This is an optimization exercise on Yosys and OpenROAD, whose aim is small area, not a production implementation.
RTL that was checked went through simulation tests only; none was proved equivalent to the original.
Power figures rest on the tool's default switching activity, not on a simulated workload.

==> indigo: inputs <==
==> flow/design.v (excerpt) <==
module pitchcomm_engine (
  input  wire        clk,
  input  wire        rst,         
  input  wire        bus_valid,
  input  wire        bus_write,
  input  wire [7:0]  bus_addr,
  input  wire [3:0]  bus_be,
  input  wire [31:0] bus_wdata,
  output wire [31:0] bus_rdata,
  output wire        bus_fault
);
export LEC_CHECK = 0
export CAP_MARGIN = 20
export CORE_MARGIN = 2
export CORE_UTILIZATION = 40
export CTS_BUF_LIST = sky130_fd_sc_hd__clkbuf_8
export CTS_CLUSTER_DIAMETER = 60
export CTS_CLUSTER_SIZE = 24
export SLEW_MARGIN = 20
export SYNTH_HIERARCHICAL = 1
create_clock -name core_clock -period 8.0 [get_ports {clk}]
run.sh (not shown) runs the stock make flow with config.mk's settings and CLKGATE_MAP_FILE= SYNTH_SCRIPT=/design/flow/synth_recipe.tcl, a recipe that flattens the netlist after the stock synthesis.
==> lagoon (differences from indigo) <==
--- a/flow/design.v
+++ b/flow/design.v
@@ -343,29 +343,29 @@
     for (g = 1; g < 7; g = g + 1) begin : g_inc
       pc_ha u_h (.a(txseq[g]), .b(inc_c[g]), .c(inc_c[g+1]), .s(inc[g]));
     end
   endgenerate
   pc_xor2 u_inc7 (.a(txseq[7]), .b(inc_c[7]), .y(inc[7]));
   assign inc_c[0] = 1'b0;              
+  wire [7:0] seq_new;
+  wire       sel_c = ~is_enc_next;
+  generate
+    for (g = 0; g < 8; g = g + 1) begin : g_sn
+      pc_ao22 u_m (.a1(inc[g]), .a2(is_enc_next), .b1(op_c[g]), .b2(sel_c), .y(seq_new[g]));
+    end
+  endgenerate
   wire h_seq = nrst & ~do_seq;
-  wire l_inc = nrst & we_cmd & is_enc_next;
-  wire l_ld  = nrst & we_cmd & is_seq_load;
-  wire h_enc  = ~do_enc;
-  wire l_enci = we_cmd & is_enc_next;
-  wire l_encc = we_cmd & is_enc_seq;
-  wire [7:0] txseq_dn, txb4_dn, txseq_d, txb4_d, txb2_d, txb3_d;
+  wire l_seq = nrst & do_seq;
+  wire h_enc = ~do_enc;
+  wire [7:0] txseq_d, txb4_d, txb2_d, txb3_d;
   generate
     for (g = 0; g < 8; g = g + 1) begin : g_tx
-      pc_aoi222 u_s (.a1(txseq[g]), .a2(h_seq), .b1(inc[g]), .b2(l_inc), .c1(op_c[g]), .c2(l_ld),
-                     .y(txseq_dn[g]));
-      pc_inv    u_si (.a(txseq_dn[g]), .y(txseq_d[g]));
-      pc_aoi222 u_4 (.a1(txb4[g]), .a2(h_enc), .b1(inc[g]), .b2(l_enci), .c1(op_c[g]), .c2(l_encc),
-                     .y(txb4_dn[g]));
-      pc_inv    u_4i (.a(txb4_dn[g]), .y(txb4_d[g]));
-      pc_ao22   u_2 (.a1(txb2[g]), .a2(h_enc), .b1(op_a[g]), .b2(do_enc), .y(txb2_d[g]));
-      pc_ao22   u_3 (.a1(txb3[g]), .a2(h_enc), .b1(op_b[g]), .b2(do_enc), .y(txb3_d[g]));
+      pc_ao22 u_s (.a1(txseq[g]), .a2(h_seq), .b1(seq_new[g]), .b2(l_seq), .y(txseq_d[g]));
+      pc_ao22 u_4 (.a1(txb4[g]), .a2(h_enc), .b1(seq_new[g]), .b2(do_enc), .y(txb4_d[g]));
+      pc_ao22 u_2 (.a1(txb2[g]), .a2(h_enc), .b1(op_a[g]), .b2(do_enc), .y(txb2_d[g]));
+      pc_ao22 u_3 (.a1(txb3[g]), .a2(h_enc), .b1(op_b[g]), .b2(do_enc), .y(txb3_d[g]));
     end
   endgenerate
   wire [7:0] we_rx;
   generate
     for (g = 0; g < 8; g = g + 1) begin : g_werx
       assign we_rx[g] = we_rxbuf & (bus_addr[4:2] == g);
==> flow/flow/run.sh (new file) <==
#!/bin/bash
# The standard layout (standard.sh, unchanged synthesis), with two changes:
# - the port buffers are the smallest buffer cell (buf_1) instead of the one
#   buffer_ports picks by default;
# - clock tree synthesis uses clkbuf_8 buffers in larger sink clusters and
#   inserts no dummy loads.
# standard.sh's full output goes to standard.log; ORFS's per-step logs are in
# orfs/logs/.
set -euo pipefail
export BUFFER_PORTS_ARGS="-buffer_cell sky130_fd_sc_hd__buf_1"
export CTS_ARGS="-sink_clustering_enable -repair_clock_nets -dont_use_dummy_load -buf_list sky130_fd_sc_hd__clkbuf_8 -sink_clustering_size 24 -sink_clustering_max_diameter 60"
bash standard.sh > standard.log 2>&1
==> flow/standard.sh (new file) <==
#!/bin/bash
# synth_recipe.tcl (not shown) runs the flow's synth.tcl, then flattens the netlist and writes it again
# the make line also repeats each setting of config.mk as NAME=value (left out here)
make -C /OpenROAD-flow-scripts/flow DESIGN_CONFIG=/design/flow/config.mk WORK_HOME=/design/flow/orfs CLKGATE_MAP_FILE= SYNTH_SCRIPT=/design/flow/synth_recipe.tcl "${@:-finish}"
- CTS_BUF_LIST: sky130_fd_sc_hd__clkbuf_8 -> not set
- CTS_CLUSTER_DIAMETER: 60 -> not set
- CTS_CLUSTER_SIZE: 24 -> not set
removed: flow/run.sh
==> pepper (differences from indigo) <==
- CTS_BUF_LIST: sky130_fd_sc_hd__clkbuf_8 -> not set
- CTS_CLUSTER_DIAMETER: 60 -> not set
- CTS_CLUSTER_SIZE: 24 -> not set
==> summary.txt <==
STA
------------------------------------------------------------------
Fmax achieved .......................................    0.129 GHz

LAYOUT
------------------------------------------------------------------
Non-Clock Buffer Count ..............................          112
Final instance area .................................    13200 um2
Area fraction of clock buffers and clock inverters ..        2.82%

STATUS
------------------------------------------------------------------
Status .............................................. complete, no violations

POWER AND IR DROP
------------------------------------------------------------------
Clock group power ...................................       734 uW
Top power group .....................................    registers

SYNTH
------------------------------------------------------------------
Area share of fa/ha/maj cells after synthesis .......       0.638%
Distinct cell type count of the synthesized netlist .           50
Mux cell area share after synthesis .................       0.681%

ROUTE
------------------------------------------------------------------
Top routing layer in use ............................         met5
Met1 wire length ....................................      20.1 mm

[end of results for lagoon]
==> summary.txt <==
STATUS
------------------------------------------------------------------
Status .............................................. complete, no violations

SYNTH
------------------------------------------------------------------
Distinct cell type count of the synthesized netlist .           56
Mux cell area share after synthesis .................       0.675%
Area share of fa/ha/maj cells after synthesis .......       0.633%

LAYOUT
------------------------------------------------------------------
Final instance area .................................    14300 um2
Area fraction of clock buffers and clock inverters ..        4.42%
Non-Clock Buffer Count ..............................          140

ROUTE
------------------------------------------------------------------
Met1 wire length ....................................      21.3 mm

POWER AND IR DROP
------------------------------------------------------------------
Top power group .....................................    registers

STA
------------------------------------------------------------------
Fmax achieved .......................................    0.130 GHz

[end of results for indigo]
==> summary.txt <==
SYNTH
------------------------------------------------------------------
Mux cell area share after synthesis .................       0.675%
Distinct cell type count of the synthesized netlist .           56
Area share of fa/ha/maj cells after synthesis .......       0.633%

STATUS
------------------------------------------------------------------
Status .............................................. complete, no violations

LAYOUT
------------------------------------------------------------------
Area fraction of clock buffers and clock inverters ..        6.88%
Non-Clock Buffer Count ..............................          140

ROUTE
------------------------------------------------------------------
Top routing layer in use ............................         met4
Met1 wire length ....................................      21.1 mm

POWER AND IR DROP
------------------------------------------------------------------
Clock group power ...................................      1390 uW
Top power group .....................................        clock

STA
------------------------------------------------------------------
Fmax achieved .......................................    0.130 GHz

[end of results for pepper]
Function not checked in indigo and pepper: the RTL went through the layout flow alone.

-- afterwards: timing with drivers on the ports --
No port has a modelled driver above. Below, the same layouts with a new extraction and two added sets of constraints.
Step 1 assumes that a clkbuf_16 drives the clock port and a buf_2 every other input.
Step 2 also shifts input and output timing later by t, the mid clock arrival at the registers, as if the neighbouring blocks saw the same clock.
Slacks: ideal ports / drivers / drivers and shift; pairs: ideal ports / drivers.
run | shift t [ns] | setup WS [ns] | clock arrival spread, ns | worst slew at a driven data input, ns
indigo | 0.632 | 0.336 / 0.315 / 0.315 | 0.028 / 0.028 | 0.04
lagoon | 0.611 | 0.258 / 0.236 / 0.236 | 0.048 / 0.048 | 0.04
pepper | 0.615 | 0.323 / 0.302 / 0.302 | 0.023 / 0.023 | 0.04
After both steps setup and hold are still met in every run listed. The setup slack of lagoon, which loses most, moves by -0.022 ns with the drivers and by -0.022 ns with both steps.
